Context: an optimization exercise on an open-source flow, tuned for small area and few clock cycles per item. The choices shown serve that exercise and are no tape-out recipe. In this exercise RTL edits were held to simulation tests only and were not proved equivalent to the original. The flow treats the clock pin as an ideal source, which a real chip does not have. Power is estimated from default activity; no workload was simulated.

$ cat flow/run.sh
#!/bin/bash
# Layout flow: the standard flow (standard.sh) with these changes:
#  - synthesis maps with an area-oriented ABC script (flow/synth.tcl),
#    everything else in synthesis is synth_recipe.tcl unchanged;
#  - port buffers use the smallest buffer cell;
#  - clock tree built from small clock buffers, without dummy loads.
# Each tool's full output goes to its own log in this folder.
set -uo pipefail
W=$PWD
export MY_ABC_SCRIPT=$W/flow/abc_area.script
export FLOW_SYNTH_TCL=$W/synth_recipe.tcl
export BUFFER_PORTS_ARGS="-buffer_cell sky130_fd_sc_hd__buf_1"
export CTS_ARGS="-sink_clustering_enable -repair_clock_nets -dont_use_dummy_load -root_buf sky130_fd_sc_hd__clkbuf_4 -buf_list sky130_fd_sc_hd__clkbuf_4 -sink_clustering_size 20"
sed "s#SYNTH_SCRIPT=[^ ]*#SYNTH_SCRIPT=$W/flow/synth.tcl#" standard.sh > my_standard.sh
grep -q "SYNTH_SCRIPT=$W/flow/synth.tcl" my_standard.sh || { echo "could not set synthesis script" >&2; exit 1; }
bash my_standard.sh synth > synth.log 2>&1 || { tail -20 synth.log; exit 1; }
bash my_standard.sh > layout.log 2>&1 || { tail -20 layout.log; exit 1; }
$ cat flow/abc_area.script
strash
&get -n
&fraig -x
&put
scorr
dc2
strash
&get -n
&dch -f
&nf -R 1000
&put
topo
$ cat flow/synth.tcl
# The standard flow's synthesis (synth_recipe.tcl, unchanged) with only the ABC mapping
# script swapped for an area-oriented one and no delay target.
proc abc {args} {
  set i [lsearch $args -script]
  if { $i >= 0 } {
    set args [lreplace $args [expr {$i+1}] [expr {$i+1}] $::env(MY_ABC_SCRIPT)]
  }
  set j [lsearch $args -D]
  if { $j >= 0 } { set args [lreplace $args $j [expr {$j+1}]] }
  puts "abc (area script): $args"
  yosys abc {*}$args
}
source $::env(FLOW_SYNTH_TCL)
$ cat standard.sh
#!/bin/bash
# synth_recipe.tcl (not shown) runs the flow's synth.tcl, then flattens the netlist and writes it again
# the make line also repeats each setting of config.mk as NAME=value (left out here)
make -C /OpenROAD-flow-scripts/flow DESIGN_CONFIG=/design/flow/config.mk WORK_HOME=/design/flow/orfs CLKGATE_MAP_FILE= SYNTH_SCRIPT=/design/flow/synth_recipe.tcl "${@:-finish}"
$ cat config.mk
export PLATFORM = sky130hd
export DESIGN_NAME = lcc_core
export DESIGN_NICKNAME = lcc_core
export VERILOG_FILES = /design/flow/design.v
export SDC_FILE = /design/flow/constraint.sdc
export NUM_CORES = 4
export LEC_CHECK = 0
export CAP_MARGIN = 20
export CORE_MARGIN = 2
export CORE_UTILIZATION = 50
export GPL_TIMING_DRIVEN = 0
export SLEW_MARGIN = 20
$ cat constraint.sdc
create_clock -name core_clock -period 3.5 [get_ports {clk}]
set_input_delay 0.7000 -clock core_clock [delete_from_list [all_inputs] [get_ports {clk}]]
set_output_delay 0.7000 -clock core_clock [all_outputs]
set_load 0.01 [all_outputs]
$ cat design.v
module lcc_core (
    input  wire        clk,
    input  wire        rst,         
    input  wire        cmd_valid,
    output wire        cmd_ready,
    input  wire [7:0]  cmd,
    input  wire [15:0] din,
    output reg         rsp_valid,
    output reg  [15:0] dout,
    output reg  [1:0]  rsp
);
    reg        pol;
    reg        prev;
    reg        err;
    reg        ill;
    reg [15:0] cnt;
    assign cmd_ready = ~rst;
    wire accept = cmd_valid & ~rst;
    wire [3:0] op = cmd[7:4];
    wire [1:0] w  = cmd[3:2];
    wire [3:0] k  = cmd[3:0];
    wire       z0 = (cmd[1:0] == 2'b00);
    wire       wv = z0 & ~(w[1] & w[0]);    
    wire       wb = z0 & w[1] & ~w[0];      
    wire is_nop   = (op == 4'h0) & (k == 4'd0);
    wire is_menc  = (op == 4'h1) & wv;
    wire is_mdec  = (op == 4'h2) & wv;
    wire is_mchk  = (op == 4'h3) & wv;
    wire is_decc  = (op == 4'h4) & wb;
    wire is_dmenc = (op == 4'h5) & wv;
    wire is_dmdec = (op == 4'h6) & wv;
    wire is_benc  = (op == 4'h7) & wv;
    wire is_bdec  = (op == 4'h8) & wv;
    wire is_bchk  = (op == 4'h9) & wv;
    wire is_trans = (op == 4'hA) & wb;
    wire is_csrr  = (op == 4'hB) & (k <= 4'd4);
    wire is_csrw  = (op == 4'hC) & (w == 2'b00);
    wire legal = is_nop | is_menc | is_mdec | is_mchk | is_decc | is_dmenc |
                 is_dmdec | is_benc | is_bdec | is_bchk | is_trans |
                 is_csrr | is_csrw;
    wire n1 = ~w[1] & ~w[0];
    wire [7:0] inr = {{4{w[1]}}, {3{w[1] | w[0]}}, 1'b1};
    wire [7:0] d = din[7:0];
    integer j;
    reg [7:0] e, c;
    always @* begin
        e[7] = prev;
        c[7] = e[7] ^ d[7];
        e[6] = c[7];
        c[6] = e[6] ^ d[6];
        e[5] = c[6];
        c[5] = e[5] ^ d[5];
        e[4] = c[5];
        c[4] = e[4] ^ d[4];
        e[3] = w[1] ? c[4] : prev;
        c[3] = e[3] ^ d[3];
        e[2] = c[3];
        c[2] = e[2] ^ d[2];
        e[1] = c[2];
        c[1] = e[1] ^ d[1];
        e[0] = (w[1] | w[0]) ? c[1] : prev;
        c[0] = e[0] ^ d[0];
    end
    wire [7:0] inv = {4'b1010, 3'b101, n1} & 8'hFF;
    wire [7:0] m = d ^ {8{pol}};
    reg [15:0] enc;
    always @* begin
        for (j = 0; j < 8; j = j + 1) begin
            enc[2*j]   = (is_menc ? m[j] : c[j]) ^ (is_benc & inv[j]);
            enc[2*j+1] = is_benc ? (e[j] ^ inv[j]) : ~enc[2*j];
        end
    end
    wire [14:0] nb = din[14:0] ^ din[15:1];
    wire p1  = din[1]  ^ prev;
    wire p7  = din[7]  ^ prev;
    wire p15 = din[15] ^ prev;
    wire n4  = ~w[1] & w[0];
    wire [7:0] mdec  = {din[14], din[12], din[10], din[8],
                        din[6],  din[4],  din[2],  din[0]} ^ {8{pol}};
    wire [7:0] bdec  = {nb[14], nb[12], nb[10], nb[8], nb[6], nb[4], nb[2], nb[0]};
    wire [7:0] dmdec = ~{p15, nb[13], nb[11], nb[9], n4 ? p7 : nb[7],
                         nb[5], nb[3], n1 ? p1 : nb[1]};
    wire [7:0] trans = {p7, nb[6:0]};
    wire man_bad  = |(inr & ~bdec);
    wire bchk_bad = |(inr & dmdec);
    wire rd_pol  = is_csrr & (k[2:0] == 3'd0);
    wire rd_prev = is_csrr & (k[2:0] == 3'd1);
    wire rd_stat = is_csrr & (k[2:0] == 3'd2);
    wire rd_cnt  = is_csrr & ((k[2:0] == 3'd3) | ((k[2:0] == 3'd4) & err));
    wire sel_enc  = is_menc | is_dmenc | is_benc;
    wire decc_ok  = is_decc & ~man_bad;
    reg [15:0] dout_n;
    always @* begin
        for (j = 0; j < 16; j = j + 1)
            dout_n[j] = (sel_enc & inr[j/2] & enc[j]) | (rd_cnt & cnt[j]);
        for (j = 0; j < 8; j = j + 1)
            dout_n[j] = dout_n[j]
                      | (((is_mdec & inr[j]) | decc_ok) & mdec[j])
                      | (is_bdec  & inr[j] & bdec[j])
                      | (is_dmdec & inr[j] & dmdec[j])
                      | (is_trans & trans[j]);
        dout_n[0] = dout_n[0] | (rd_pol & pol) | (rd_prev & prev) | (rd_stat & err);
        dout_n[1] = dout_n[1] | (rd_stat & ill);
    end
    wire bad = ((is_mdec | is_mchk | is_decc) & man_bad) | (is_bchk & bchk_bad);
    wire [1:0] rsp_n = {~legal, legal & bad};
    wire wr_pol  = accept & is_csrw & (k[1:0] == 2'd0);
    wire wr_prev = accept & is_csrw & (k[1:0] == 2'd1);
    wire wr_stat = accept & is_csrw & (k[1:0] == 2'd2);
    wire wr_cnt  = accept & is_csrw & (k[1:0] == 2'd3);
    wire acct_bad = is_bchk ? bchk_bad : man_bad;
    wire acct_inv = accept & (is_mchk | is_decc | is_bchk) &  acct_bad;
    wire acct_ok  = accept & (is_mchk | is_decc | is_bchk) & ~acct_bad;
    wire prev_din = accept & (is_csrw & (k[1:0] == 2'd1) | is_dmdec | is_bdec | is_bchk);
    wire prev_enc = accept & (is_dmenc | is_benc);
    wire prev_n = prev_enc ? enc[0] : prev_din ? din[0] : prev;
    wire pol_n = wr_pol ? din[0] : pol;
    wire err_n = wr_stat ? din[0] : (err | acct_inv);
    wire ill_n = wr_stat ? din[1] : (ill | (accept & ~legal));
    wire inc = acct_ok & ~err;
    reg [16:0] cy;
    reg [15:0] cnt_inc;
    always @* begin
        cy[0] = 1'b1;
        for (j = 0; j < 16; j = j + 1)
            cy[j+1] = cy[j] & cnt[j];
        for (j = 0; j < 16; j = j + 1)
            cnt_inc[j] = cnt[j] ^ (inc & cy[j] & ~cy[16]);
    end
    wire [15:0] cnt_n = wr_cnt ? din : cnt_inc;
    always @(posedge clk) begin
        if (rst) begin
            pol       <= 1'b0;
            prev      <= 1'b0;
            err       <= 1'b0;
            ill       <= 1'b0;
            cnt       <= 16'h0000;
            rsp_valid <= 1'b0;
        end else begin
            rsp_valid <= accept;
            pol       <= pol_n;
            prev      <= prev_n;
            err       <= err_n;
            ill       <= ill_n;
            cnt       <= cnt_n;
        end
        dout <= dout_n;
        rsp  <= rsp_n;
    end
endmodule
==> results of run 1 <==
==> layer usage <==
layer | vias up | GRT usage
met4 | 0 | 0.08772
met5 | - | 0
li1 | 1366 | -
met2 | 133 | 0.4029
met3 | 12 | 0.07407
met1 | 1255 | 0.4048
==> worst reg2reg max path: stages, from the launching register on <==
cell and delay [ns]:
dfxtp_1 0.60, xor2_2 0.33, xnor2_1 0.23, xor2_1 0.12
mux2i_1 0.35, xnor2_1 0.21, xnor2_1 0.17, nand2_1 0.07
a31oi_1 0.22, xnor2_1 0.13, nor2_1 0.10, a211oi_1 0.05
or3_1 0.40
==> synthesized netlist by cell type (all sizes together), types with 2 or more instances <==
cell type | instances | area [um^2]
dfxtp | 39 | 780.8
a221oi | 2 | 17.52
clkinv | 6 | 22.52
and4 | 5 | 43.79
nand2b | 4 | 25.02
and2 | 3 | 18.77
nand3 | 7 | 35.03
o31ai | 2 | 15.01
a311oi | 2 | 17.52
o221ai | 4 | 35.03
xnor2 | 27 | 236.5
a21o | 2 | 15.01
nand4 | 2 | 12.51
o211a | 4 | 40.04
nor2b | 5 | 31.28
nor3 | 11 | 55.05
and3 | 6 | 37.54
nor2 | 46 | 172.7
o22ai | 4 | 25.02
a31oi | 7 | 43.79
xor2 | 18 | 157.7
o21ai | 31 | 155.2
a22o | 3 | 26.28
or2 | 2 | 12.51
a21oi | 26 | 130.1
a211oi | 14 | 105.1
nand2 | 47 | 176.4
==> registers in the layout, indices dropped and copies added, names as in the netlist <==
register	cells
cnt	16
dout	16
err	1
ill	1
pol	1
prev	1
rsp	2
rsp_valid	1
==> power groups by stage <==
| stage | sequential, uW | clock [uW] | combinational (uW) |
|---|---|---|---|
| floorplan | 465 | 0 | 108 |
| global route | 454 | 224 | 200 |
| finish | 453 | 203 | 179 |
| global placement | 463 | 0 | 172 |
| CTS | 453 | 208 | 175 |
| detailed placement | 463 | 0 | 174 |
==> layout make-up <==
type,instances,area [um^2],area share
multi-input cells,297,1794,0.6181
flip-flops and latches,39,780.7,0.2690
repair buffers,48,183.9,0.06336
well taps,67,83.83,0.02888
clock buffers,5,37.54,0.01293
inverters,6,22.52,0.007759
==> cell usage in the layout, fill, tap and decap left out, drive strengths merged, types with 4 or more instances in the layout <==
| master | n |
|---|---|
| and4 | 5 |
| xnor2 | 27 |
| a211oi | 14 |
| a21oi | 26 |
| a31oi | 7 |
| nor3 | 11 |
| and3 | 6 |
| nor2 | 46 |
| clkinv | 6 |
| xor2 | 18 |
| dfxtp | 39 |
| o22ai | 4 |
| clkbuf | 6 |
| o221ai | 4 |
| nand3 | 7 |
| o211a | 4 |
| nand2b | 4 |
| buf | 47 |
| nor2b | 5 |
| o21ai | 31 |
| nand2 | 47 |
==> through the flow <==
stage	utilization	total power, uW	cell area, um^2
3_3_place_gp	0.5831	634.5	2809
3_5_place_dp	0.5873	636.9	2829
6_report	0.6026	835.1	2903
5_1_grt	0.6026	878.2	2903
2_1_floorplan	-	573.2	2552
4_1_cts	0.5969	835.1	2875
==> final timing paths <==
kind                            depth (start not counted)    start  slack, ns        to
worst max-delay path                                   13   din[7]       0.28   dout[1]
worst max register to register                         12     prev       0.40   dout[1]
worst min register to register                          2  cnt[13]       0.54  dout[13]
worst min-delay path                                    2  cnt[13]       0.54  dout[13]
==> cells by family after synthesis <==
family / after synthesis / share of synthesized area
muxes: 1 / 0.003924
DFF: 39 / 0.3060
AOI/OAI and AO/OA: 110 / 0.2751
xor gates and xnor gates: 45 / 0.1545
buffers and inverters: 6 / 0.008827
and+or+nand+nor: 141 / 0.2516
==> flow_summary_export.csv, run 1 <==
group,metric,value,unit
logic_synthesis,synth-edff-count,0,
place,post-place-ws,-0.6559,ns
sta,rsz0062_at_grt,"no",
critical_path,critPathLaunchType,"input pin",
final_layout,drive_above_1_share,0.03797,
sta,tightest_slew,0.9261,ns
hold_path,hold_class,"reg -> reg",
critical_path,crit_arrival,3.46,ns
power_and_ir_drop,power_leakage,0.001041,uW
detailed_routing,num_vias,2766,
sta,setup_tns,0,ns
cts,cts.sinks,39,
detailed_routing,dr.pass1.iters,7,
die,fp.dieArea,5690,um^2
die,rows,25,
logic_synthesis,synth_area_per_cell,7.460,um^2
critical_path,path_cells,"buf_1 -> xor2_2 -> xnor2_1 -> xor2_1 -> mux2i_1 -> xnor2_1 -> xnor2_1 -> nand2_1 -> a31oi_1 -> xnor2_1 -> nor2_1 -> a211oi_1 -> or3_1",
die,start_util,0.5296,
power_and_ir_drop,internal_power,579.0,uW
cts,insertion_delay,0.36,ns
power_and_ir_drop,power_density,287.7,nW/um^2
cts,root_buffer,"clkbuf_4",
final_layout,fill_cells,477,
cts,numCtsBuffers,5,
power_and_ir_drop,pwr-share-comb,0.214,
detailed_routing,drt-total-wl,7.364,mm
final_layout,antenna_cells,0,
critical_path,required,3.73,ns
detailed_routing,top_layer_used,"met4",
cts,clk_pin_slew,0.12,ns
logic_synthesis,ys_warn_count,1,
power_and_ir_drop,clkPwrFrac,0.244,
die,ios,47,
global_routing,grt_max_degree,30,
power_and_ir_drop,peakVddDrop,0.0002083,V
detailed_routing,drt_iter0_drc,275,
power_and_ir_drop,netSwitchingPower,256.0,uW
global_routing,grt_pass1_wl,11.99,mm
critical_path,critPathMaxFanout,7,
detailed_routing,routedWlPerCell,15.94,um
cts,cts_tree,"built",
place,place.port_buffers,46,
detailed_routing,route.met3.wl,694,um
cts,h-tree-depth,2,
logic_synthesis,synthFlopType,"dfxtp_1",
global_routing,grt_pass1_vias,2441,
detailed_routing,vias_per_cell,5.987,
outcome,status,"complete, no violations",
cts,clockBufferDepth,2,
final_layout,area_growth,13.78,%
logic_synthesis,syn-cell-area,2551,um^2
critical_path,crit_slowest_cell,"or3_1",
sta,min_period_over_period,0.9208,
logic_synthesis,synth_seq_cells,39,
sta,slew_headroom,0.3826,
detailed_routing,ant_nets,0,
sta,finalHoldWorstSlack,0.5377,ns
critical_path,crit_path_end_kind,"flip-flop",
detailed_routing,wl_met2,3.070,mm
logic_synthesis,yosysUniqueCellTypes,40,
job,cap_violations,0,
sta,hold_viol,0,
cts,cts_hold_buf,0,
global_routing,track_usage,0.2793,
logic_synthesis,seq_area_frac_synth,0.3060,
power_and_ir_drop,switching_share,0.3066,
critical_path,crit_path_max_incr_delay,0.40,ns
global_routing,overflow,0,
die,coreArea,4817,um^2
die,fp.dieW,75.43,um
place,place_congestion,1.022,
critical_path,path_buf_inv,1,
sta,drv_slew,0,
cts,post_cts_buffers,0,
critical_path,crit_family,"XOR/XNOR gates",
global_routing,grt_antenna_before_repair,0,
sta,skew,0.02636,ns
sta,period_needed,3.223,ns
logic_synthesis,synthesis.nets,369,
critical_path,crit_path_frequent_cell,"xnor2_1",
detailed_routing,drc_errors,0,
power_and_ir_drop,p_seq_frac,0.542,
final_layout,nets,424,
detailed_routing,drt-met1-wl,3.464,mm
place,placedCellCount,457,
logic_synthesis,async_flop_share,0,
critical_path,worstSetupPathType,"in -> reg",
sta,fmax,310.3,MHz
final_layout,fin_cells,462,
sta,finalSetupViolations,0,
die,die_height,75.43,um
logic_synthesis,postSynthCellCount,342,
place,place_hpwl,5.723,mm
cts,postCtsResizedCells,2,
sta,worst_slack,0.2772,ns
Testbench counts, summed over its fixed seeds: cycles 24,008, cmds 24,000.
==> run 2, diff against run 1 <==
==> flow/abc_area.script (replaced) <==
strash
dc2
&get -n
&deepsyn -I 1 -J 100 -S 2
&put
&get -n
&dch -f
&nf -R 1000
&put
topo
==> flow_summary_export.csv, run 2 <==
group,metric,value,unit
sta,min_period_over_period,0.9745,
place,place_hpwl,6.004,mm
sta,finalHoldWorstSlack,0.5468,ns
cts,numCtsBuffers,5,
place,post-place-ws,-1.082,ns
final_layout,fin_cells,467,
logic_synthesis,synth_seq_cells,39,
logic_synthesis,postSynthCellCount,340,
cts,clk_pin_slew,0.12,ns
logic_synthesis,syn-cell-area,2502,um^2
die,fp.dieArea,5587,um^2
final_layout,multi_input_area,1859,um^2
power_and_ir_drop,peakVddDrop,0.0002440,V
logic_synthesis,async_flop_share,0,
hold_path,holdPathEnd,"cnt[13]",
critical_path,crit_arrival,3.67,ns
hold_path,hp-start,"cnt[12]",
power_and_ir_drop,clkPwrFrac,0.242,
critical_path,worstSetupPathType,"in -> reg",
power_and_ir_drop,netSwitchingPower,261.2,uW
place,place_congestion,0.9382,
logic_synthesis,yosysMostFrequentCell,"nand2_1",
logic_synthesis,yosys.area.top_type_share,0.3120,
logic_synthesis,seq_area_frac_synth,0.3120,
logic_synthesis,synthesis.nets,367,
final_layout,area_growth,21.15,%
final_layout,regArea,782.0,um^2
sta,hold_viol,0,
power_and_ir_drop,power_density,278.8,nW/um^2
global_routing,grt_pass1_vias,2541,
cts,clockBufferDepth,2,
detailed_routing,drt-total-wl,8.098,mm
global_routing,grt_pass1_wl,12.72,mm
die,die_height,74.75,um
detailed_routing,drc_errors,0,
detailed_routing,drt_iter0_drc,406,
hold_path,whs_path_depth,2,
critical_path,critPathMaxFanout,7,
power_and_ir_drop,internal_power,584.1,uW
logic_synthesis,ys_top_cells_by_count,"nand2_1 (68), dfxtp_1 (39), o21ai_0 (28), nor2_1 (27), a21oi_1 (24)",
final_layout,nets,429,
sta,period_needed,3.411,ns
sta,finalSetupViolations,0,
cts,h-tree-depth,2,
cts,root_buffer,"clkbuf_4",
critical_path,crit_path_end_kind,"flip-flop",
global_routing,track_usage,0.3018,
logic_synthesis,synth_largest_area_cell,"dfxtp_1",
critical_path,r2r-end,"cnt[7]",
detailed_routing,vias_per_cell,6.242,
logic_synthesis,synth-edff-count,0,
logic_synthesis,ys_top_cells_by_area,"dfxtp_1 (31%), nand2_1 (10%), xnor2_1 (7.7%)",
final_layout,antenna_cells,0,
logic_synthesis,synthFlopType,"dfxtp_1",
place,placedCellCount,455,
sta,tightest_slew,1.020,ns
sta,skew,0.01360,ns
place,place.port_buffers,46,
detailed_routing,ant_nets,0,
logic_synthesis,ys_warn_count,1,
critical_path,rr_worst_depth,14,
final_layout,drive_above_1_share,0.1225,
die,rows,25,
logic_synthesis,yosysUniqueCellTypes,39,
sta,slew_headroom,0.3175,
global_routing,overflow,0,
logic_synthesis,synth_area_per_cell,7.360,um^2
sta,worst_slack,0.08940,ns
critical_path,required,3.76,ns
detailed_routing,num_vias,2915,
power_and_ir_drop,power_leakage,0.001034,uW
final_layout,mostFrequentLayoutCell,"nand2_1",
die,start_util,0.5229,
cts,cts.sinks,39,
final_layout,layout_common_cells,"nand2_1 (65), dfxtp_1 (38), buf_1 (36), o21ai_0 (27), nor2_1 (24)",
final_layout,fill_cells,467,
job,cap_violations,0,
critical_path,critPathLaunchType,"input pin",
die,coreArea,4786,um^2
cts,cts_tree,"built",
critical_path,r2r_slack,0.22,ns
power_and_ir_drop,switching_share,0.3090,
die,fp.dieW,74.75,um
critical_path,reg2reg_from,"prev",
cts,insertion_delay,0.35,ns
sta,drv_slew,0,
global_routing,grt_max_degree,23,
power_and_ir_drop,pwr-share-comb,0.221,
global_routing,grt_antenna_before_repair,0,
hold_path,hold_class,"reg -> reg",
detailed_routing,dr.pass1.iters,5,
die,ios,47,
sta,fmax,293.2,MHz
final_layout,reg_top3,"cnt x16, dout x16, rsp x2",
power_and_ir_drop,p_seq_frac,0.537,
outcome,status,"complete, no violations",
detailed_routing,routedWlPerCell,17.34,um
-- run 2: changes by cell type in the layout (fill, tap and decap cells not counted), moves of 12 or more --
cell,before,now
nand2_1,47,65
a211oi_1,14,2
nor2_1,45,24
xor2_1,17,5
-- run 2: how the worst max path moves through the flow --
| stage | from | to | slack [ns] | cells past startpoint |
|---|---|---|---|---|
| 6_report | cmd[2] | cnt[7] | 0.09 | 15 |
| 3_3_place_gp | cmd[3] | cnt[7] | -1.07 | 16 |
| 3_5_place_dp | cmd[3] | cnt[7] | -1.08 | 15 |
| 4_1_cts | cmd[3] | cnt[7] | 0.04 | 16 |
| 2_1_floorplan | cmd[2] | cnt[7] | 0.11 | 14 |
| 5_1_grt | cmd[2] | cnt[7] | -0.03 | 16 |
-- run 2: cell type report --
| class | instances | area share |
|---|---|---|
| sequential | 39 | 0.2579 |
| timing repair buffer | 55 | 0.08502 |
| inverter | 3 | 0.003714 |
| clock buffer | 5 | 0.01238 |
| multi-input combinational | 298 | 0.6133 |
| tap | 67 | 0.02765 |
-- run 2: routing by layer --
layer	vias up	wire (um)	track usage
met1	1310	3677	0.4356
met3	29	804	0.05756
li1	1382	-	-
met5	-	0	0
met2	194	3403	0.4376
met4	0	212	0.1310
-- run 2: critical path, cell delays in order --
cell and delay [ns]:
clkbuf_4 0.16, a2111oi_4 0.46, buf_4 0.22, nand3_1 0.13, nand2_1 0.19, nor2_1 0.09, nor4b_4 0.37, nand2_2 0.13
a31oi_4 0.20, and3_4 0.20, and3_4 0.19, and2_4 0.16, and3_4 0.18, nor2_1 0.04, o31ai_1 0.23
-- run 2: logic make-up (layout without fill, tap and decap cells) --
family	count (synthesis)	after routing	synth area share
xor gates and xnor gates	28	28	0.09800
and+or+nand+nor	162	162	0.3060
buffers and inverters	3	63	0.004500
DFF	39	39	0.3120
AOI/OAI and AO/OA	107	107	0.2755
muxes	1	1	0.004000
-- run 2: power groups by stage --
stage          Clock, uW  Sequential, uW  Combinational, uW
2_1_floorplan          0             466               95.1
3_3_place_gp           0             464                166
3_5_place_dp           0             464                167
4_1_cts              215             454                173
5_1_grt              231             455                204
6_report             205             454                186
-- run 2: per-stage QoR --
stage,TNS (ns),area [um^2],utilization,total power [uW]
6_report,0,3032,0.6335,845.3
5_1_grt,-0.04231,3032,0.6335,889.4
3_5_place_dp,-10.89,2805,0.5861,631.4
4_1_cts,0,2924,0.6110,842.1
2_1_floorplan,0,2529,-,561.4
3_3_place_gp,-20.03,2785,0.5820,630.1
-- run 2: repair_timing --
action / CTS / global route
resized for setup: 17 / 25
setup buffers: 4 / 3
setup endpoints to repair: 14 / 8
pin swaps: 2 / 5
hold buffers: 0 / 0
==> run 3, diff against run 2 <==
==> flow/abc_area.script (replaced) <==
strash
&get -n
&fraig -x
&put
scorr
dc2
strash
&get -n
&dch -f
&nf -R 1000
&put
topo
--- a/config.mk
+++ b/config.mk
@@ -8,5 +8,6 @@
 export CAP_MARGIN = 20
 export CORE_MARGIN = 2
-export CORE_UTILIZATION = 50
+export CORE_UTILIZATION = 80
 export GPL_TIMING_DRIVEN = 0
+export PLACE_DENSITY = 0.85
 export SLEW_MARGIN = 20
==> flow_summary_export.csv, run 3 <==
group,metric,value,unit
logic_synthesis,synth_xor_area_frac,0.1545,
logic_synthesis,synth_top_family_by_area,"compound AO/OA/AOI/OAI gates",
logic_synthesis,synthSimpleGateAreaFrac,0.2516,
die,fp.dieW,60.47,um
place,place.port_buffers,46,
outcome,status,"aborted with a tool error",
logic_synthesis,synth_fa_ha_area_frac,0,
logic_synthesis,synth_largest_area_cell,"dfxtp_1",
die,die_height,60.47,um
logic_synthesis,ys_top_cells_by_count,"nand2_1 (47), nor2_1 (46), dfxtp_1 (39), o21ai_0 (31), xnor2_1 (27)",
logic_synthesis,ys_top_cells_by_area,"dfxtp_1 (31%), xnor2_1 (9.3%), nand2_1 (6.9%)",
logic_synthesis,yosysMostFrequentCell,"nand2_1",
logic_synthesis,yosysUniqueCellTypes,40,
die,ios,47,
die,rows,20,
logic_synthesis,yosys.area.top_type_share,0.3060,
logic_synthesis,synth_seq_cells,39,
outcome,haltStage,"global placement (3_3_place_gp)",
logic_synthesis,synthesis.nets,369,
logic_synthesis,synth_area_per_cell,7.460,um^2
logic_synthesis,seq_area_frac_synth,0.3060,
logic_synthesis,synth_compound_area_frac,0.2751,
logic_synthesis,synth_mux_area_frac,0.003923,
logic_synthesis,synth-edff-count,0,
logic_synthesis,ys_warn_count,1,
outcome,error,"[ERROR GPL-0301] Utilization 103.000 % exceeds 100%.",
logic_synthesis,syn-cell-area,2551,um^2
logic_synthesis,postSynthCellCount,342,
die,start_util,0.8357,
logic_synthesis,synthFlopType,"dfxtp_1",
logic_synthesis,async_flop_share,0,
## run 3: changes by cell type after synthesis, sizes merged, moves of 9 or more
cell / delta
o31ai: -10
o211ai: -10
nor2: +19
nand2: -21
nand3: -9
xor2: +12
a211oi: +12
## run 3: kinds of logic after synthesis
logic type                Yosys count
muxes                               1
AOI/OAI and AO/OA                 110
DFF                                39
buffers and inverters               6
xor gates and xnor gates           45
and+or+nand+nor                   141
==> run 4, diff against run 3 <==
--- a/config.mk
+++ b/config.mk
@@ -6,8 +6,7 @@
 export NUM_CORES = 4
 export LEC_CHECK = 0
-export CAP_MARGIN = 20
+export CAP_MARGIN = 0
 export CORE_MARGIN = 2
-export CORE_UTILIZATION = 80
+export CORE_UTILIZATION = 50
 export GPL_TIMING_DRIVEN = 0
-export PLACE_DENSITY = 0.85
-export SLEW_MARGIN = 20
+export SLEW_MARGIN = 0
==> flow_summary_export.csv, run 4 <==
group,metric,value,unit
critical_path,path_buf_inv,1,
logic_synthesis,synth_seq_cells,39,
global_routing,overflow,0,
power_and_ir_drop,pwr-share-comb,0.214,
die,die_height,75.43,um
final_layout,fin_cells,461,
sta,drv_slew,0,
sta,fmax,303.7,MHz
die,start_util,0.5296,
final_layout,reg_top3,"cnt x16, dout x16, rsp x2",
final_layout,fin_util,0.6013,
place,place_hpwl,5.707,mm
sta,period_needed,3.293,ns
cts,h-tree-depth,2,
logic_synthesis,ys_top_cells_by_count,"nand2_1 (47), nor2_1 (46), dfxtp_1 (39), o21ai_0 (31), xnor2_1 (27)",
sta,hold_viol,0,
cts,root_buffer,"clkbuf_4",
power_and_ir_drop,power_density,289.8,nW/um^2
final_layout,regArea,780.7,um^2
detailed_routing,vias_per_cell,5.989,
global_routing,track_usage,0.2801,
place,post-place-ws,-0.6321,ns
die,ios,47,
power_and_ir_drop,internal_power,579.3,uW
sta,skew,0.03071,ns
cts,cts.sinks,39,
logic_synthesis,synth_fa_ha_area_frac,0,
sta,slew_headroom,0.1747,
detailed_routing,routedWlPerCell,16.18,um
logic_synthesis,synth_mux_area_frac,0.003923,
critical_path,critPathLaunchType,"input pin",
cts,cts_tree,"built",
critical_path,required,3.72,ns
detailed_routing,dr.pass1.iters,5,
final_layout,drive_above_1_share,0.03553,
logic_synthesis,synth_largest_area_cell,"dfxtp_1",
outcome,status,"complete, no violations",
critical_path,path_cells,"buf_1 -> nor2_1 -> nand2_1 -> nor3_1 -> nand2_1 -> xnor2_1 -> xnor2_1 -> nor2_1 -> a211oi_1 -> or3_1",
critical_path,r2r_slack,0.33,ns
logic_synthesis,postSynthCellCount,342,
final_layout,antenna_cells,0,
detailed_routing,drc_errors,0,
critical_path,rr_worst_depth,12,
critical_path,cp-startpoint,"cmd[0]",
logic_synthesis,synth_area_per_cell,7.460,um^2
logic_synthesis,synth_compound_area_frac,0.2751,
logic_synthesis,synthesis.nets,369,
global_routing,top_usage_layer,"met2",
final_layout,fill_cells,487,
logic_synthesis,async_flop_share,0,
global_routing,grt_antenna_before_repair,0,
critical_path,cp.depth,10,
final_layout,mostFrequentLayoutCell,"nand2_1",
final_layout,multi_input_area,1789,um^2
sta,tightest_slew,1.229,ns
global_routing,grt_pass1_vias,2399,
critical_path,critPathMaxFanout,12,
logic_synthesis,synthSimpleGateAreaFrac,0.2516,
logic_synthesis,syn-cell-area,2551,um^2
logic_synthesis,yosysMostFrequentCell,"nand2_1",
logic_synthesis,ys_warn_count,1,
die,coreArea,4817,um^2
die,fp.dieArea,5690,um^2
critical_path,crit_arrival,3.51,ns
cts,numCtsBuffers,5,
logic_synthesis,yosys.area.top_type_share,0.3060,
logic_synthesis,synth_top_family_by_area,"compound AO/OA/AOI/OAI gates",
final_layout,area_growth,13.54,%
critical_path,worstSetupPathType,"in -> reg",
hold_path,hold_class,"reg -> reg",
job,cap_violations,0,
logic_synthesis,ys_top_cells_by_area,"dfxtp_1 (31%), xnor2_1 (9.3%), nand2_1 (6.9%)",
critical_path,crit_family,"simple AND/OR/NAND/NOR gates",
cts,clockBufferDepth,2,
critical_path,cp-endpoint,"dout[1]",
global_routing,grt_pass1_wl,11.97,mm
critical_path,crit_path_max_incr_delay,1.02,ns
critical_path,crit_path_end_kind,"flip-flop",
global_routing,met3_usage,0.08466,
final_layout,layout_common_cells,"nand2_1 (47), nor2_1 (45), buf_1 (44), dfxtp_1 (39), o21ai_0 (31)",
place,place_congestion,1.022,
detailed_routing,drt_iter0_drc,219,
global_routing,grt_use_met1,0.4002,
final_layout,nets,423,
cts,clk_pin_slew,0.12,ns
power_and_ir_drop,peakVddDrop,0.0001415,V
power_and_ir_drop,power_leakage,0.001037,uW
sta,rsz0062_at_grt,"yes",
power_and_ir_drop,netSwitchingPower,260.0,uW
critical_path,r2r-end,"dout[1]",
detailed_routing,num_vias,2761,
power_and_ir_drop,clkPwrFrac,0.246,
global_routing,grt_max_degree,30,
die,fp.dieW,75.43,um
logic_synthesis,seq_area_frac_synth,0.3060,
logic_synthesis,synthFlopType,"dfxtp_1",
die,rows,25,
sta,finalSetupViolations,0,
power_and_ir_drop,p_seq_frac,0.539,
global_routing,use_met2,0.4203,
logic_synthesis,synth_xor_area_frac,0.1545,
sta,worst_slack,0.2075,ns
critical_path,reg2reg_from,"prev",
cts,insertion_delay,0.36,ns
logic_synthesis,yosysUniqueCellTypes,40,
sta,min_period_over_period,0.9407,
place,placedCellCount,456,
detailed_routing,drt-total-wl,7.458,mm
detailed_routing,ant_nets,0,
power_and_ir_drop,switching_share,0.3098,
place,place.port_buffers,46,
critical_path,crit_slowest_cell,"nor3_1",
logic_synthesis,synth-edff-count,0,
==> run 4: cell counts after synthesis <==
Identical to the previous run, type by type.
==> run 4: worst reg2reg max path, cell delays in order, from the launching register on <==
cell	delay, ns
dfxtp_1	0.61
xor2_2	0.34
xnor2_1	0.23
xor2_1	0.13
mux2i_1	0.36
xnor2_1	0.22
xnor2_1	0.18
nand2_1	0.07
a31oi_1	0.20
xnor2_1	0.14
nor2_1	0.11
a211oi_1	0.06
or3_1	0.41
==> run 4: layout make-up <==
class                      instances  share of cell area
timing repair buffer              47             0.06307
clock buffer                       5             0.01296
multi-input combinational        297              0.6177
tap                               67             0.02894
inverter                           6            0.007775
sequential                        39              0.2695
==> run 4: worst min path at each step <==
stage                  from  endpoint  slack (ns)  cells after the start
floorplan           cnt[15]  dout[15]        0.45                      2
global placement    cnt[15]  dout[15]        0.50                      2
detailed placement  cnt[11]  dout[11]        0.51                      1
CTS                 cnt[11]  dout[11]        0.53                      1
global route        cnt[11]  dout[11]        0.54                      1
finish              cnt[13]  dout[13]        0.53                      2
==> run 4: cell families (layout without fill, tap and decap cells) <==
| kind of cell | Yosys count | after routing |
|---|---|---|
| flip-flops | 39 | 39 |
| buffers and inverters | 6 | 58 |
| AND/OR/NAND/NOR | 141 | 141 |
| AO/OA/AOI/OAI | 110 | 110 |
| XOR/XNOR | 45 | 45 |
| multiplexers | 1 | 1 |
==> run 4: routing by layer <==
metal / up-vias / share of wire
met5: - / 0
met4: 0 / 0.010
met2: 132 / 0.44
met3: 10 / 0.10
li1: 1358 / -
met1: 1261 / 0.45
==> run 4: what timing repair did <==
action                                 in CTS  in global routing
cloned                                      0                  0
setup buffers                               0                  0
setup endpoints to repair                  13                 17
hold buffers                                0                  0
endpoints found under the hold margin       0                  0
resized for setup                           2                  6
==> run 4: through the flow <==
stage / instance area (um^2) / hold slack, ns / setup TNS [ns] / total power (uW)
floorplan: 2552 / 0.4487 / 0 / 573.2
global placement: 2809 / 0.5002 / -19.76 / 634.5
detailed placement: 2821 / 0.5065 / -7.446 / 636.9
CTS: 2868 / 0.5311 / 0 / 837.4
global route: 2897 / 0.5384 / -0.01311 / 877.7
finish: 2897 / 0.5262 / 0 / 839.4
==> run 4: power by group through the flow <==
| stage | sequential, uW | clock (uW) | combinational (uW) |
|---|---|---|---|
| floorplan | 465 | 0 | 108 |
| global placement | 463 | 0 | 172 |
| detailed placement | 463 | 0 | 174 |
| CTS | 453 | 209 | 175 |
| global route | 454 | 224 | 200 |
| finish | 453 | 207 | 180 |
==> run 5, diff against run 4 <==
--- a/flow/run.sh
+++ b/flow/run.sh
@@ -11,5 +11,5 @@
 export FLOW_SYNTH_TCL=$W/synth_recipe.tcl
 export BUFFER_PORTS_ARGS="-buffer_cell sky130_fd_sc_hd__buf_1"
-export CTS_ARGS="-sink_clustering_enable -repair_clock_nets -dont_use_dummy_load -root_buf sky130_fd_sc_hd__clkbuf_4 -buf_list sky130_fd_sc_hd__clkbuf_4 -sink_clustering_size 20"
+export CTS_ARGS="-sink_clustering_enable -repair_clock_nets -dont_use_dummy_load -root_buf sky130_fd_sc_hd__clkbuf_8 -buf_list sky130_fd_sc_hd__clkbuf_8 -sink_clustering_size 40 -sink_clustering_max_diameter 200"
 sed "s#SYNTH_SCRIPT=[^ ]*#SYNTH_SCRIPT=$W/flow/synth.tcl#" standard.sh > my_standard.sh
 grep -q "SYNTH_SCRIPT=$W/flow/synth.tcl" my_standard.sh || { echo "could not set synthesis script" >&2; exit 1; }
==> flow_summary_export.csv, run 5 <==
group,metric,value,unit
logic_synthesis,ys_top_cells_by_area,"dfxtp_1 (31%), xnor2_1 (9.3%), nand2_1 (6.9%)",
detailed_routing,drt-total-wl,7.503,mm
critical_path,r2r_slack,0.37,ns
logic_synthesis,synthesis.nets,369,
final_layout,area_growth,14.96,%
cts,clk_pin_slew,0.08,ns
global_routing,grt_max_degree,30,
logic_synthesis,postSynthCellCount,342,
final_layout,reg_top3,"cnt x16, dout x16, rsp x2",
cts,h-tree-depth,2,
cts,cts_tree,"built",
final_layout,multi_input_area,1794,um^2
place,dpl_cell_area,2821,um^2
cts,insertion_delay,0.29,ns
cts,cts_hold_buf,0,
die,coreArea,4817,um^2
logic_synthesis,syn-cell-area,2551,um^2
sta,skew,0.01834,ns
final_layout,drive_above_1_share,0.03807,
power_and_ir_drop,peakVddDrop,0.0001454,V
die,fp.dieArea,5690,um^2
place,placedCellCount,456,
detailed_routing,vias_per_cell,6.020,
global_routing,overflow,0,
hold_path,hold_class,"reg -> reg",
final_layout,nets,423,
logic_synthesis,yosysMostFrequentCell,"nand2_1",
final_layout,fill_cells,480,
power_and_ir_drop,power_density,308.8,nW/um^2
global_routing,track_usage,0.2798,
global_routing,grt_pass1_vias,2411,
sta,fmax,311.3,MHz
sta,period_needed,3.213,ns
logic_synthesis,yosys.area.top_type_share,0.3060,
critical_path,crit_path_end_kind,"flip-flop",
final_layout,fin_cells,461,
logic_synthesis,ys_warn_count,1,
logic_synthesis,synth_largest_area_cell,"dfxtp_1",
detailed_routing,routedWlPerCell,16.28,um
power_and_ir_drop,power_leakage,0.001051,uW
logic_synthesis,async_flop_share,0,
cts,cts.sinks,39,
logic_synthesis,synthFlopType,"dfxtp_1",
logic_synthesis,synth_area_per_cell,7.460,um^2
final_layout,mostFrequentLayoutCell,"nand2_1",
cts,root_buffer,"clkbuf_8",
critical_path,crit_slowest_cell,"nor2_2",
sta,tightest_slew,0.9412,ns
sta,finalHoldWorstSlack,0.5252,ns
detailed_routing,dr.pass1.iters,5,
critical_path,critPathMaxFanout,15,
sta,drv_slew,0,
detailed_routing,num_vias,2775,
critical_path,worstSetupPathType,"in -> reg",
cts,numCtsBuffers,5,
global_routing,grt_antenna_before_repair,0,
sta,finalSetupViolations,0,
sta,slew_headroom,0.3726,
cts,clockBufferDepth,2,
logic_synthesis,synth_seq_cells,39,
place,place_hpwl,5.707,mm
critical_path,critPathLaunchType,"input pin",
final_layout,finalInstanceArea,2933,um^2
critical_path,required,3.70,ns
final_layout,antenna_cells,0,
die,start_util,0.5296,
sta,setup_tns,0,ns
hold_path,holdPathEnd,"dout[13]",
detailed_routing,ant_nets,0,
critical_path,path_cells,"clkbuf_2 -> nor2_2 -> nand2_1 -> nand2_1 -> xor2_1 -> a31o_1 -> nand3_1 -> a31oi_4 -> and3_1 -> nand2_1 -> xor2_1 -> a211oi_1",
critical_path,crit_arrival,3.41,ns
die,ios,47,
sta,hold_viol,0,
die,fp.dieW,75.43,um
die,rows,25,
critical_path,reg2reg_from,"prev",
outcome,status,"complete, no violations",
critical_path,crit_path_frequent_cell,"nand2_1",
job,cap_violations,0,
final_layout,layout_common_cells,"nand2_1 (47), nor2_1 (45), buf_1 (44), dfxtp_1 (39), o21ai_0 (31)",
critical_path,r2r-end,"dout[1]",
place,place.port_buffers,46,
logic_synthesis,yosysUniqueCellTypes,40,
logic_synthesis,synth-edff-count,0,
detailed_routing,drc_errors,0,
hold_path,hp-start,"cnt[13]",
critical_path,crit_path_max_incr_delay,0.42,ns
sta,rsz0062_at_grt,"no",
die,die_height,75.43,um
detailed_routing,drt_iter0_drc,226,
sta,min_period_over_period,0.9179,
logic_synthesis,seq_area_frac_synth,0.3060,
critical_path,rr_worst_depth,12,
hold_path,whs_path_depth,2,
place,place_congestion,1.022,
final_layout,regArea,780.7,um^2
logic_synthesis,ys_top_cells_by_count,"nand2_1 (47), nor2_1 (46), dfxtp_1 (39), o21ai_0 (31), xnor2_1 (27)",
global_routing,grt_pass1_wl,12.04,mm
run 5: changes by cell type in the layout (fill, tap and decap cells not counted):
cell	change
clkbuf_4	-5
clkbuf_8	+5
nor3_1	-1
nor3_2	+1
run 5: worst max-delay path by stage:
stage	slack, ns	endpoint	from
after floorplan	0.36	cnt[13]	cmd[0]
after global placement	-1.11	dout[1]	cmd[3]
after detailed placement	-0.63	cnt[13]	cmd[3]
after CTS	0.007	cnt[13]	cmd[3]
after global routing	0.007	cnt[13]	cmd[0]
final	0.29	cnt[13]	cmd[3]
run 5: metrics by stage:
stage	util	worst slack, ns	power, uW
2_1_floorplan	-	0.3556	573.2
3_3_place_gp	0.5831	-1.107	634.5
3_5_place_dp	0.5857	-0.6321	636.9
4_1_cts	0.6018	0.006821	905.2
5_1_grt	0.6088	0.007344	944.9
6_report	0.6088	0.2874	905.6
run 5: layer usage:
layer / track usage / vias to the layer above / part of all wire
met3: 0.07540 / 10 / 0.095
met4: 0.06628 / 0 / 0.012
met5: 0 / - / 0
li1: - / 1356 / -
met2: 0.4222 / 132 / 0.43
met1: 0.3985 / 1277 / 0.46
run 5: power by group:
group / leakage (uW) / internal [uW] / switching, uW
combinational: 0.000700 / 61.8 / 119
clock: 0.0000359 / 128 / 144
sequential: 0.000315 / 450 / 2.43
run 5: layout make-up:
| class | instances | share of cell area |
|---|---|---|
| clock buffers | 5 | 0.02346 |
| flip-flops and latches | 39 | 0.2662 |
| inverters | 6 | 0.007679 |
| well taps | 67 | 0.02858 |
| multi-input cells | 297 | 0.6118 |
| repair buffers | 47 | 0.06229 |
run 5: cell families after synthesis:
family,after synthesis,synth area share
xor gates and xnor gates,45,0.1545
muxes,1,0.003924
AOI/OAI and AO/OA,110,0.2751
and+or+nand+nor,141,0.2516
DFF,39,0.3060
buffers and inverters,6,0.008827
run 5: repair_timing:
item | 4_1_cts | 5_1_grt
buffers inserted | 0 | 0
hold endpoints to repair | 0 | 0
resized for setup | 2 | 7
setup endpoints to repair | 14 | 18
run 5: worst max-delay path: cells and delay by family:
kind                   cells  cell delay (ns)
AND/OR/NAND/NOR            6             1.30
AO/OA/AOI/OAI              3             0.86
XOR/XNOR                   2             0.32
buffers and inverters      1             0.23
==> run 6, diff against run 5 <==
==> flow/run.sh (replaced) <==
#!/bin/bash
# Layout flow: the standard flow (standard.sh) with these changes:
#  - synthesis maps with an area-oriented ABC script (flow/synth.tcl),
#    everything else in synthesis is synth_recipe.tcl unchanged;
#  - port buffers use the smallest buffer cell;
set -uo pipefail
W=$PWD
export MY_ABC_SCRIPT=$W/flow/abc_area.script
export FLOW_SYNTH_TCL=$W/synth_recipe.tcl
export BUFFER_PORTS_ARGS="-buffer_cell sky130_fd_sc_hd__buf_1"
export CTS_ARGS="-sink_clustering_enable -repair_clock_nets -dont_use_dummy_load -root_buf sky130_fd_sc_hd__clkbuf_4 -buf_list sky130_fd_sc_hd__clkbuf_4 -sink_clustering_size 20"
export PRE_CTS_TCL=$W/flow/cts_hook.tcl
sed "s#SYNTH_SCRIPT=[^ ]*#SYNTH_SCRIPT=$W/flow/synth.tcl#" standard.sh > my_standard.sh
grep -q "SYNTH_SCRIPT=$W/flow/synth.tcl" my_standard.sh || { echo "could not set synthesis script" >&2; exit 1; }
bash my_standard.sh synth > synth.log 2>&1 || { tail -20 synth.log; exit 1; }
bash my_standard.sh > layout.log 2>&1 || { tail -20 layout.log; exit 1; }
==> flow/cts_hook.tcl (new file) <==
if { [info commands orfs_clock_tree_synthesis] == "" } {
  rename clock_tree_synthesis orfs_clock_tree_synthesis
}
proc clock_tree_synthesis { args } {
  orfs_clock_tree_synthesis {*}$args
  estimate_parasitics -placement
  set drivers {}
  foreach pin [get_pins -hierarchical */CLK] {
    set slew [get_property $pin slew_max]
    if { $slew > 0.110 } {
      set net [get_nets -of_objects $pin]
      foreach dpin [get_pins -of_objects $net -filter "direction==output"] {
        set inst [get_cells -of_objects $dpin]
        set name [get_full_name $inst]
        if { [lsearch $drivers $name] < 0 } { lappend drivers $name }
      }
    }
  }
  foreach name $drivers {
    set cell [get_property [get_cells $name] ref_name]
    if { $cell == "sky130_fd_sc_hd__clkbuf_4" || $cell == "sky130_fd_sc_hd__clkbuf_2" } {
      puts "clock buffer $name ($cell) upsized to sky130_fd_sc_hd__clkbuf_8"
      replace_cell $name sky130_fd_sc_hd__clkbuf_8
    }
  }
}
--- a/config.mk
+++ b/config.mk
@@ -10,3 +10,4 @@
 export CORE_UTILIZATION = 50
 export GPL_TIMING_DRIVEN = 0
+export SETUP_SLACK_MARGIN = -0.05
 export SLEW_MARGIN = 0
==> flow_summary_export.csv, run 6 <==
group,metric,value,unit
die,fp.dieW,75.43,um
logic_synthesis,synth_area_per_cell,7.460,um^2
power_and_ir_drop,power_density,296.5,nW/um^2
power_and_ir_drop,netSwitchingPower,259.0,uW
die,rows,25,
power_and_ir_drop,clkPwrFrac,0.266,
logic_synthesis,synth_seq_cells,39,
logic_synthesis,seq_area_frac_synth,0.3060,
sta,finalHoldWorstSlack,0.5246,ns
cts,numCtsBuffers,5,
die,die_height,75.43,um
sta,slew_headroom,0.1556,
critical_path,critPathLaunchType,"input pin",
die,ios,47,
final_layout,layout_common_cells,"nand2_1 (47), nor2_1 (45), buf_1 (45), dfxtp_1 (39), o21ai_0 (31)",
die,start_util,0.5296,
sta,tightest_slew,1.257,ns
logic_synthesis,ys_top_cells_by_area,"dfxtp_1 (31%), xnor2_1 (9.3%), nand2_1 (6.9%)",
power_and_ir_drop,pwr-share-comb,0.210,
place,place_hpwl,5.707,mm
critical_path,crit_path_end_kind,"flip-flop",
power_and_ir_drop,power_leakage,0.001040,uW
power_and_ir_drop,internal_power,603.1,uW
place,post-place-ws,-0.6321,ns
global_routing,grt_pass1_wl,12.08,mm
detailed_routing,dr.pass1.iters,5,
sta,min_period_over_period,0.9439,
final_layout,nets,423,
detailed_routing,drc_errors,0,
sta,period_needed,3.304,ns
logic_synthesis,yosysMostFrequentCell,"nand2_1",
logic_synthesis,syn-cell-area,2551,um^2
job,cap_violations,0,
logic_synthesis,synthesis.nets,369,
power_and_ir_drop,peakVddDrop,0.0001329,V
power_and_ir_drop,p_seq_frac,0.525,
cts,cts.sinks,39,
cts,insertion_delay,0.34,ns
logic_synthesis,async_flop_share,0,
logic_synthesis,ys_warn_count,1,
global_routing,overflow,0,
global_routing,grt_max_degree,30,
hold_path,hold_class,"reg -> reg",
die,coreArea,4817,um^2
detailed_routing,drt_iter0_drc,236,
logic_synthesis,synthFlopType,"dfxtp_1",
detailed_routing,vias_per_cell,6.054,
detailed_routing,routedWlPerCell,16.40,um
logic_synthesis,postSynthCellCount,342,
cts,clk_pin_slew,0.08,ns
detailed_routing,ant_nets,0,
global_routing,track_usage,0.2825,
sta,setup_tns,0,ns
sta,skew,0.02225,ns
sta,hold_viol,0,
cts,cts_tree,"built",
logic_synthesis,ys_top_cells_by_count,"nand2_1 (47), nor2_1 (46), dfxtp_1 (39), o21ai_0 (31), xnor2_1 (27)",
critical_path,crit_arrival,3.53,ns
critical_path,required,3.72,ns
cts,cts_hold_buf,0,
final_layout,area_growth,13.98,%
final_layout,fin_util,0.6036,
critical_path,worstSetupPathType,"in -> reg",
sta,worst_slack,0.1962,ns
final_layout,mostFrequentLayoutCell,"nand2_1",
final_layout,reg_top3,"cnt x16, dout x16, rsp x2",
outcome,status,"complete, no violations",
logic_synthesis,yosys.area.top_type_share,0.3060,
place,place.port_buffers,46,
global_routing,grt_pass1_vias,2414,
logic_synthesis,synth-edff-count,0,
die,fp.dieArea,5690,um^2
detailed_routing,drt-total-wl,7.561,mm
final_layout,drive_above_1_share,0.03299,
logic_synthesis,synth_largest_area_cell,"dfxtp_1",
critical_path,critPathMaxFanout,12,
final_layout,antenna_cells,0,
global_routing,grt_antenna_before_repair,0,
detailed_routing,num_vias,2791,
power_and_ir_drop,switching_share,0.3004,
place,place_congestion,1.022,
sta,fmax,302.7,MHz
logic_synthesis,yosysUniqueCellTypes,40,
sta,finalSetupViolations,0,
sta,drv_slew,0,
## run 6: cell counts after synthesis
Identical to the previous run, type by type.
## run 6: per-stage QoR
stage	cell area [um^2]	power, uW	std cells
after floorplan	2552	573.2	342
after global placement	2809	634.5	455
after detailed placement	2821	636.9	456
after CTS	2880	864.8	461
after global routing	2908	905.8	461
final	2908	862.1	461
## run 6: logic make-up (layout without fill, tap and decap cells)
| family | after synthesis | in the layout | synth area share |
|---|---|---|---|
| buf+inv | 6 | 58 | 0.008827 |
| flops | 39 | 39 | 0.3060 |
| compound gates | 110 | 110 | 0.2751 |
| xor+xnor | 45 | 45 | 0.1545 |
| mux | 1 | 1 | 0.003924 |
| simple gates | 141 | 141 | 0.2516 |
## run 6: final cells by class
class	count	area [um^2]
timing repair buffer	47	181.4
sequential	39	780.7
tap	67	83.83
clock buffer	5	50.05
multi-input combinational	297	1789
inverter	6	22.52
fill	488	1909
## run 6: per-layer routing
layer,share of wire,global-route usage,vias up
met3,0.096,0.08333,9
met1,0.46,0.3977,1286
li1,-,-,1357
met4,0.012,0.06628,0
met5,0,0,-
met2,0.44,0.4271,139
## run 6: power by group through the flow
stage               logic (uW)  clock network [uW]  registers [uW]
global route               200                 253             454
detailed placement         174                   0             463
global placement           172                   0             463
finish                     181                 229             452
CTS                        175                 237             452
floorplan                  108                   0             465
## run 6: path summary, 6_finish.rpt
path,startpoint,to,slack [ns],cells after the start
max,cmd[0],dout[1],0.20,10
min,cnt[13],dout[13],0.52,2
max reg2reg,prev,dout[1],0.35,12
min reg2reg,cnt[13],dout[13],0.52,2
## run 6: what timing repair did
item                                    in CTS  in global routing
endpoints found under the setup margin      13                 15
buffers inserted                             0                  0
pin swaps                                    0                  0
resized for setup                            2                  5
## run 6: worst max-delay path: stages
cell      delay (ns)
buf_1           0.17
nor2_1          0.31
nand2_1         0.20
nor3_1          1.04
nand2_1         0.16
xnor2_1         0.18
xnor2_1         0.18
nor2_1          0.11
a211oi_1        0.06
or3_1           0.42
==> run 7, diff against run 6 <==
--- a/flow/run.sh
+++ b/flow/run.sh
@@ -11,4 +11,5 @@
 export CTS_ARGS="-sink_clustering_enable -repair_clock_nets -dont_use_dummy_load -root_buf sky130_fd_sc_hd__clkbuf_4 -buf_list sky130_fd_sc_hd__clkbuf_4 -sink_clustering_size 20"
 export PRE_CTS_TCL=$W/flow/cts_hook.tcl
+export REMOVE_ABC_BUFFERS=1
 sed "s#SYNTH_SCRIPT=[^ ]*#SYNTH_SCRIPT=$W/flow/synth.tcl#" standard.sh > my_standard.sh
 grep -q "SYNTH_SCRIPT=$W/flow/synth.tcl" my_standard.sh || { echo "could not set synthesis script" >&2; exit 1; }
--- a/config.mk
+++ b/config.mk
@@ -10,4 +10,3 @@
 export CORE_UTILIZATION = 50
 export GPL_TIMING_DRIVEN = 0
-export SETUP_SLACK_MARGIN = -0.05
 export SLEW_MARGIN = 0
==> flow_summary_export.csv, run 7 <==
group,metric,value,unit
sta,worst_slack,0.2183,ns
final_layout,nets,423,
sta,finalSetupViolations,0,
detailed_routing,dr.pass1.iters,5,
die,start_util,0.5296,
place,place.port_buffers,46,
global_routing,grt_max_degree,30,
logic_synthesis,postSynthCellCount,342,
detailed_routing,drt_iter0_drc,211,
die,rows,25,
die,ios,47,
sta,tightest_slew,0.8872,ns
cts,cts_hold_buf,0,
final_layout,reg_top3,"cnt x16, dout x16, rsp x2",
final_layout,fill_cells,491,
critical_path,worstSetupPathType,"in -> reg",
die,fp.dieArea,5690,um^2
final_layout,multi_input_area,1794,um^2
final_layout,area_growth,14.08,%
critical_path,crit_arrival,3.50,ns
global_routing,grt_pass1_vias,2414,
logic_synthesis,async_flop_share,0,
die,coreArea,4817,um^2
critical_path,crit_path_frequent_cell,"xnor2_1",
logic_synthesis,ys_top_cells_by_count,"nand2_1 (47), nor2_1 (46), dfxtp_1 (39), o21ai_0 (31), xnor2_1 (27)",
power_and_ir_drop,power_density,295.6,nW/um^2
sta,slew_headroom,0.4074,
critical_path,path_cells,"buf_1 -> xor2_2 -> xnor2_1 -> xor2_1 -> mux2i_1 -> xnor2_1 -> xnor2_1 -> nand2_1 -> a31oi_1 -> xnor2_1 -> nor2_1 -> a211oi_1 -> or3_1",
cts,cts.sinks,39,
final_layout,mostFrequentLayoutCell,"nand2_1",
sta,skew,0.02038,ns
sta,min_period_over_period,0.9376,
sta,period_needed,3.282,ns
critical_path,crit_path_max_incr_delay,0.39,ns
place,placedCellCount,456,
critical_path,crit_path_end_kind,"flip-flop",
final_layout,regArea,780.7,um^2
detailed_routing,vias_per_cell,5.970,
cts,clk_pin_slew,0.08,ns
critical_path,path_buf_inv,1,
die,fp.dieW,75.43,um
cts,cts_tree,"built",
logic_synthesis,yosysMostFrequentCell,"nand2_1",
final_layout,drive_above_1_share,0.03553,
logic_synthesis,synth_seq_cells,39,
global_routing,overflow,0,
logic_synthesis,synth_largest_area_cell,"dfxtp_1",
power_and_ir_drop,peakVddDrop,0.0001476,V
sta,drv_slew,0,
detailed_routing,drt-total-wl,7.381,mm
place,place_hpwl,5.703,mm
final_layout,antenna_cells,0,
sta,hold_viol,0,
detailed_routing,num_vias,2752,
sta,setup_tns,0,ns
detailed_routing,ant_nets,0,
logic_synthesis,synthFlopType,"dfxtp_1",
critical_path,critPathLaunchType,"input pin",
logic_synthesis,seq_area_frac_synth,0.3060,
cts,insertion_delay,0.34,ns
critical_path,required,3.72,ns
hold_path,hold_class,"reg -> reg",
detailed_routing,drc_errors,0,
cts,post_cts_buffers,0,
job,cap_violations,0,
critical_path,crit_family,"XOR/XNOR gates",
logic_synthesis,synth-edff-count,0,
power_and_ir_drop,power_leakage,0.001040,uW
outcome,status,"complete, no violations",
logic_synthesis,synth_area_per_cell,7.460,um^2
detailed_routing,routedWlPerCell,16.01,um
logic_synthesis,yosys.area.top_type_share,0.3060,
cts,numCtsBuffers,5,
logic_synthesis,ys_top_cells_by_area,"dfxtp_1 (31%), xnor2_1 (9.3%), nand2_1 (6.9%)",
final_layout,fin_util,0.6042,
final_layout,fin_cells,461,
global_routing,grt_antenna_before_repair,0,
global_routing,track_usage,0.2751,
logic_synthesis,ys_warn_count,1,
place,post-place-ws,-0.6941,ns
critical_path,crit_slowest_cell,"or3_1",
logic_synthesis,yosysUniqueCellTypes,40,
cts,postCtsResizedCells,2,
logic_synthesis,syn-cell-area,2551,um^2
die,die_height,75.43,um
sta,rsz0062_at_grt,"no",
global_routing,grt_pass1_wl,11.87,mm
final_layout,layout_common_cells,"nand2_1 (47), nor2_1 (45), buf_1 (45), dfxtp_1 (39), o21ai_0 (31)",
sta,fmax,304.7,MHz
critical_path,critPathMaxFanout,7,
place,place_congestion,1.018,
[run 7: cell counts after synthesis]
Identical to the previous run, type by type.
[run 7: path summary, 6_finish.rpt]
kind	start	end	slack, ns	cells after the start
max	din[7]	dout[1]	0.22	13
min	cnt[13]	dout[13]	0.53	2
max reg2reg	prev	dout[1]	0.34	12
min reg2reg	cnt[13]	dout[13]	0.53	2
[run 7: per-layer routing]
metal	track usage	part of all wire
met5	0	0
met4	0.07407	0.012
met3	0.07275	0.087
met2	0.4019	0.43
met1	0.4002	0.47
[run 7: worst min-delay path, cell delays in order, from the launching register on]
cell	delay, ns
dfxtp_1	0.35
nand2_1	0.06
o21ai_0	0.07
[run 7: power breakdown]
| group | switching [uW] | leakage, uW | internal [uW] |
|---|---|---|---|
| Sequential | 2.40 | 0.000315 | 450 |
| Clock | 137 | 0.0000282 | 91.6 |
| Combinational | 118 | 0.000697 | 61.6 |
| Total | 257 | 0.00104 | 603 |
[run 7: layout make-up]
cell class | count | share of cell area
Multi-Input combinational cell | 297 | 0.6165
Sequential cell | 39 | 0.2683
Timing Repair Buffer | 47 | 0.06148
Tap cell | 67 | 0.02880
Clock buffer | 5 | 0.01720
Inverter | 6 | 0.007739
[run 7: per-stage QoR]
stage	cell area [um^2]	hold WS (ns)	total power, uW
final	2910	0.5257	860.4
after global placement	2808	0.5002	634.5
after floorplan	2551	0.4487	573.1
after global routing	2910	0.5371	908.3
after CTS	2878	0.5192	864.7
after detailed placement	2819	0.5082	636.4
[run 7: cell families after synthesis]
| family | after synthesis | share of synthesized area |
|---|---|---|
| xor gates and xnor gates | 45 | 0.1545 |
| buffers and inverters | 6 | 0.008827 |
| muxes | 1 | 0.003924 |
| DFF | 39 | 0.3060 |
| and+or+nand+nor | 141 | 0.2516 |
| AOI/OAI and AO/OA | 110 | 0.2751 |
==> run 8, diff against run 7 <==
--- a/flow/run.sh
+++ b/flow/run.sh
@@ -12,4 +12,5 @@
 export PRE_CTS_TCL=$W/flow/cts_hook.tcl
 export REMOVE_ABC_BUFFERS=1
+export SKIP_CTS_REPAIR_TIMING=1
 sed "s#SYNTH_SCRIPT=[^ ]*#SYNTH_SCRIPT=$W/flow/synth.tcl#" standard.sh > my_standard.sh
 grep -q "SYNTH_SCRIPT=$W/flow/synth.tcl" my_standard.sh || { echo "could not set synthesis script" >&2; exit 1; }
==> flow_summary_export.csv, run 8 <==
group,metric,value,unit
outcome,status,"complete, no violations",
final_layout,nets,423,
cts,numCtsBuffers,5,
sta,rsz0062_at_grt,"no",
critical_path,worstSetupPathType,"in -> reg",
critical_path,crit_path_max_incr_delay,0.39,ns
power_and_ir_drop,power_density,295.0,nW/um^2
power_and_ir_drop,pwr-share-comb,0.208,
detailed_routing,routedWlPerCell,15.96,um
place,place_hpwl,5.703,mm
logic_synthesis,synth_compound_area_frac,0.2751,
power_and_ir_drop,power_leakage,0.001040,uW
sta,skew,0.02150,ns
final_layout,reg_top3,"cnt x16, dout x16, rsp x2",
power_and_ir_drop,internal_power,603.2,uW
detailed_routing,drc_errors,0,
critical_path,crit_arrival,3.48,ns
logic_synthesis,postSynthCellCount,342,
power_and_ir_drop,switching_share,0.2974,
critical_path,crit_family,"XOR/XNOR gates",
logic_synthesis,ys_warn_count,1,
global_routing,grt_pass1_wl,11.83,mm
final_layout,antenna_cells,0,
cts,clk_pin_slew,0.08,ns
logic_synthesis,synthSimpleGateAreaFrac,0.2516,
detailed_routing,ant_nets,0,
cts,insertion_delay,0.34,ns
global_routing,grt_max_degree,30,
final_layout,finalInstanceArea,2910,um^2
power_and_ir_drop,p_seq_frac,0.527,
critical_path,required,3.72,ns
logic_synthesis,yosysUniqueCellTypes,40,
critical_path,crit_path_frequent_cell,"xnor2_1",
sta,finalSetupViolations,0,
logic_synthesis,synthFlopType,"dfxtp_1",
logic_synthesis,synth_largest_area_cell,"dfxtp_1",
global_routing,overflow,0,
logic_synthesis,synth_area_per_cell,7.460,um^2
global_routing,grt_pass1_vias,2418,
die,fp.dieArea,5690,um^2
logic_synthesis,synth_fa_ha_area_frac,0,
power_and_ir_drop,peakVddDrop,0.0001459,V
sta,slew_headroom,0.3920,
die,start_util,0.5296,
die,ios,47,
critical_path,crit_path_end_kind,"flip-flop",
final_layout,layout_common_cells,"nand2_1 (47), nor2_1 (45), buf_1 (45), dfxtp_1 (39), o21ai_0 (31)",
place,place_congestion,1.018,
die,die_height,75.43,um
critical_path,crit_slowest_cell,"or3_1",
detailed_routing,drt-total-wl,7.357,mm
logic_synthesis,syn-cell-area,2551,um^2
logic_synthesis,seq_area_frac_synth,0.3060,
global_routing,track_usage,0.2735,
sta,hold_viol,0,
place,dpl_cell_area,2819,um^2
place,place.port_buffers,46,
final_layout,mostFrequentLayoutCell,"nand2_1",
sta,period_needed,3.263,ns
place,placedCellCount,456,
detailed_routing,drt_iter0_drc,221,
global_routing,grt_antenna_before_repair,0,
detailed_routing,vias_per_cell,5.894,
sta,min_period_over_period,0.9323,
die,rows,25,
sta,worst_slack,0.2368,ns
logic_synthesis,synth-edff-count,0,
sta,drv_slew,0,
cts,cts.sinks,39,
logic_synthesis,synth_xor_area_frac,0.1545,
final_layout,area_growth,14.08,%
power_and_ir_drop,clkPwrFrac,0.265,
logic_synthesis,yosys.area.top_type_share,0.3060,
sta,fmax,306.5,MHz
logic_synthesis,ys_top_cells_by_area,"dfxtp_1 (31%), xnor2_1 (9.3%), nand2_1 (6.9%)",
logic_synthesis,synth_mux_area_frac,0.003923,
detailed_routing,dr.pass1.iters,4,
cts,cts_tree,"built",
place,post-place-ws,-0.6941,ns
job,cap_violations,0,
critical_path,critPathMaxFanout,7,
logic_synthesis,ys_top_cells_by_count,"nand2_1 (47), nor2_1 (46), dfxtp_1 (39), o21ai_0 (31), xnor2_1 (27)",
logic_synthesis,synth_top_family_by_area,"compound AO/OA/AOI/OAI gates",
critical_path,path_cells,"buf_1 -> xor2_2 -> xnor2_1 -> xor2_1 -> mux2i_1 -> xnor2_1 -> xnor2_1 -> nand2_1 -> a31oi_1 -> xnor2_1 -> nor2_1 -> a211oi_1 -> or3_1",
critical_path,path_buf_inv,1,
sta,finalHoldWorstSlack,0.5278,ns
sta,tightest_slew,0.9103,ns
detailed_routing,num_vias,2717,
final_layout,fin_cells,461,
final_layout,drive_above_1_share,0.03553,
logic_synthesis,synth_seq_cells,39,
die,coreArea,4817,um^2
critical_path,critPathLaunchType,"input pin",
die,fp.dieW,75.43,um
hold_path,hold_class,"reg -> reg",
logic_synthesis,async_flop_share,0,
logic_synthesis,yosysMostFrequentCell,"nand2_1",
power_and_ir_drop,total_power,858.5,uW
power_and_ir_drop,netSwitchingPower,255.3,uW
[run 8: cell counts in the layout (fill, tap and decap cells not counted)]
No cell type changed its count.
[run 8: layout make-up]
cell class	count	area, um^2
Sequential cell	39	780.7
Timing Repair Buffer	47	178.9
Fill cell	488	1907
Inverter	6	22.52
Multi-Input combinational cell	297	1794
Tap cell	67	83.83
Clock buffer	5	50.05
[run 8: logic make-up after synthesis]
family                    after synthesis
buffers and inverters                   6
AOI/OAI and AO/OA                     110
muxes                                   1
and+or+nand+nor                       141
DFF                                    39
xor gates and xnor gates               45
[run 8: per-stage QoR]
step           utilization  setup TNS (ns)
3_5_place_dp        0.5852          -8.390
2_1_floorplan            -         -0.4565
3_3_place_gp        0.5829          -34.77
5_1_grt             0.6042               0
6_report            0.6042               0
4_1_cts             0.5956          -2.390
[run 8: metal layers]
layer / wire [um] / GRT usage
met1: 3457 / 0.3945
met2: 3203 / 0.4029
met3: 645 / 0.07275
met4: 51 / 0.07407
met5: 0 / 0
[run 8: worst reg2reg max path, cell delays in order, from the launching register on]
cell	delay (ns)
dfxtp_1	0.61
xor2_2	0.32
xnor2_1	0.23
xor2_1	0.13
mux2i_1	0.38
xnor2_1	0.23
xnor2_1	0.17
nand2_1	0.07
a31oi_1	0.21
xnor2_1	0.13
nor2_1	0.10
a211oi_1	0.05
or3_1	0.39
[run 8: final timing paths]
kind,to,slack (ns),cells after the start,from
max reg2reg,dout[1],0.35,12,prev
min reg2reg,dout[13],0.53,2,cnt[13]
min,dout[13],0.53,2,cnt[13]
max,dout[1],0.24,13,din[7]
[run 8: power groups by stage]
stage / Sequential, uW / Combinational [uW] / Clock, uW
after floorplan: 465 / 108 / 0
after global placement: 463 / 172 / 0
after detailed placement: 463 / 174 / 0
after CTS: 452 / 174 / 238
after global routing: 453 / 200 / 255
final: 452 / 179 / 227

-- re-timing with driven ports --
Ports are ideal in the flow. The routed layouts listed here were re-timed in OpenROAD. Step 1 (the two cells are an assumption about what drives the block):
set clk [get_ports {clk}]
set_driving_cell -lib_cell sky130_fd_sc_hd__clkbuf_16 $clk
set_driving_cell -lib_cell sky130_fd_sc_hd__buf_2 [delete_from_list [all_inputs] $clk]
Step 2 moves the port delays by t, midway between the first and last clock arrival at a register: inputs arrive t later, outputs are due t later. That takes back most of the time a late clock gives input paths. a / b / c = ideal / step 1 / step 2; a / b = the first two.
| run | shift t [ns] | setup slack, ns | worst setup path after step 2 | worst register clock-pin slew, ns |
|---|---|---|---|---|
| run 1 | 0.374 | 0.277 / 0.279 / -0.095 | input to register | 0.12 / 0.12 |
| run 2 | 0.367 | 0.089 / 0.098 / -0.269 | input to register | 0.12 / 0.12 |
| run 4 | 0.373 | 0.207 / 0.215 / -0.158 | input to register | 0.12 / 0.12 |
| run 5 | 0.314 | 0.287 / 0.294 / -0.019 | input to register | 0.08 / 0.08 |
| run 6 | 0.358 | 0.196 / 0.203 / -0.155 | input to register | 0.09 / 0.09 |
| run 7 | 0.354 | 0.218 / 0.220 / -0.133 | input to register | 0.09 / 0.09 |
| run 8 | 0.353 | 0.237 / 0.239 / -0.114 | input to register | 0.09 / 0.09 |
With both steps, setup timing fails in every run listed, where it was met with ideal ports. For run 1, which loses most, drivers alone change the setup slack by +0.002 ns; drivers and shift together by -0.372 ns.
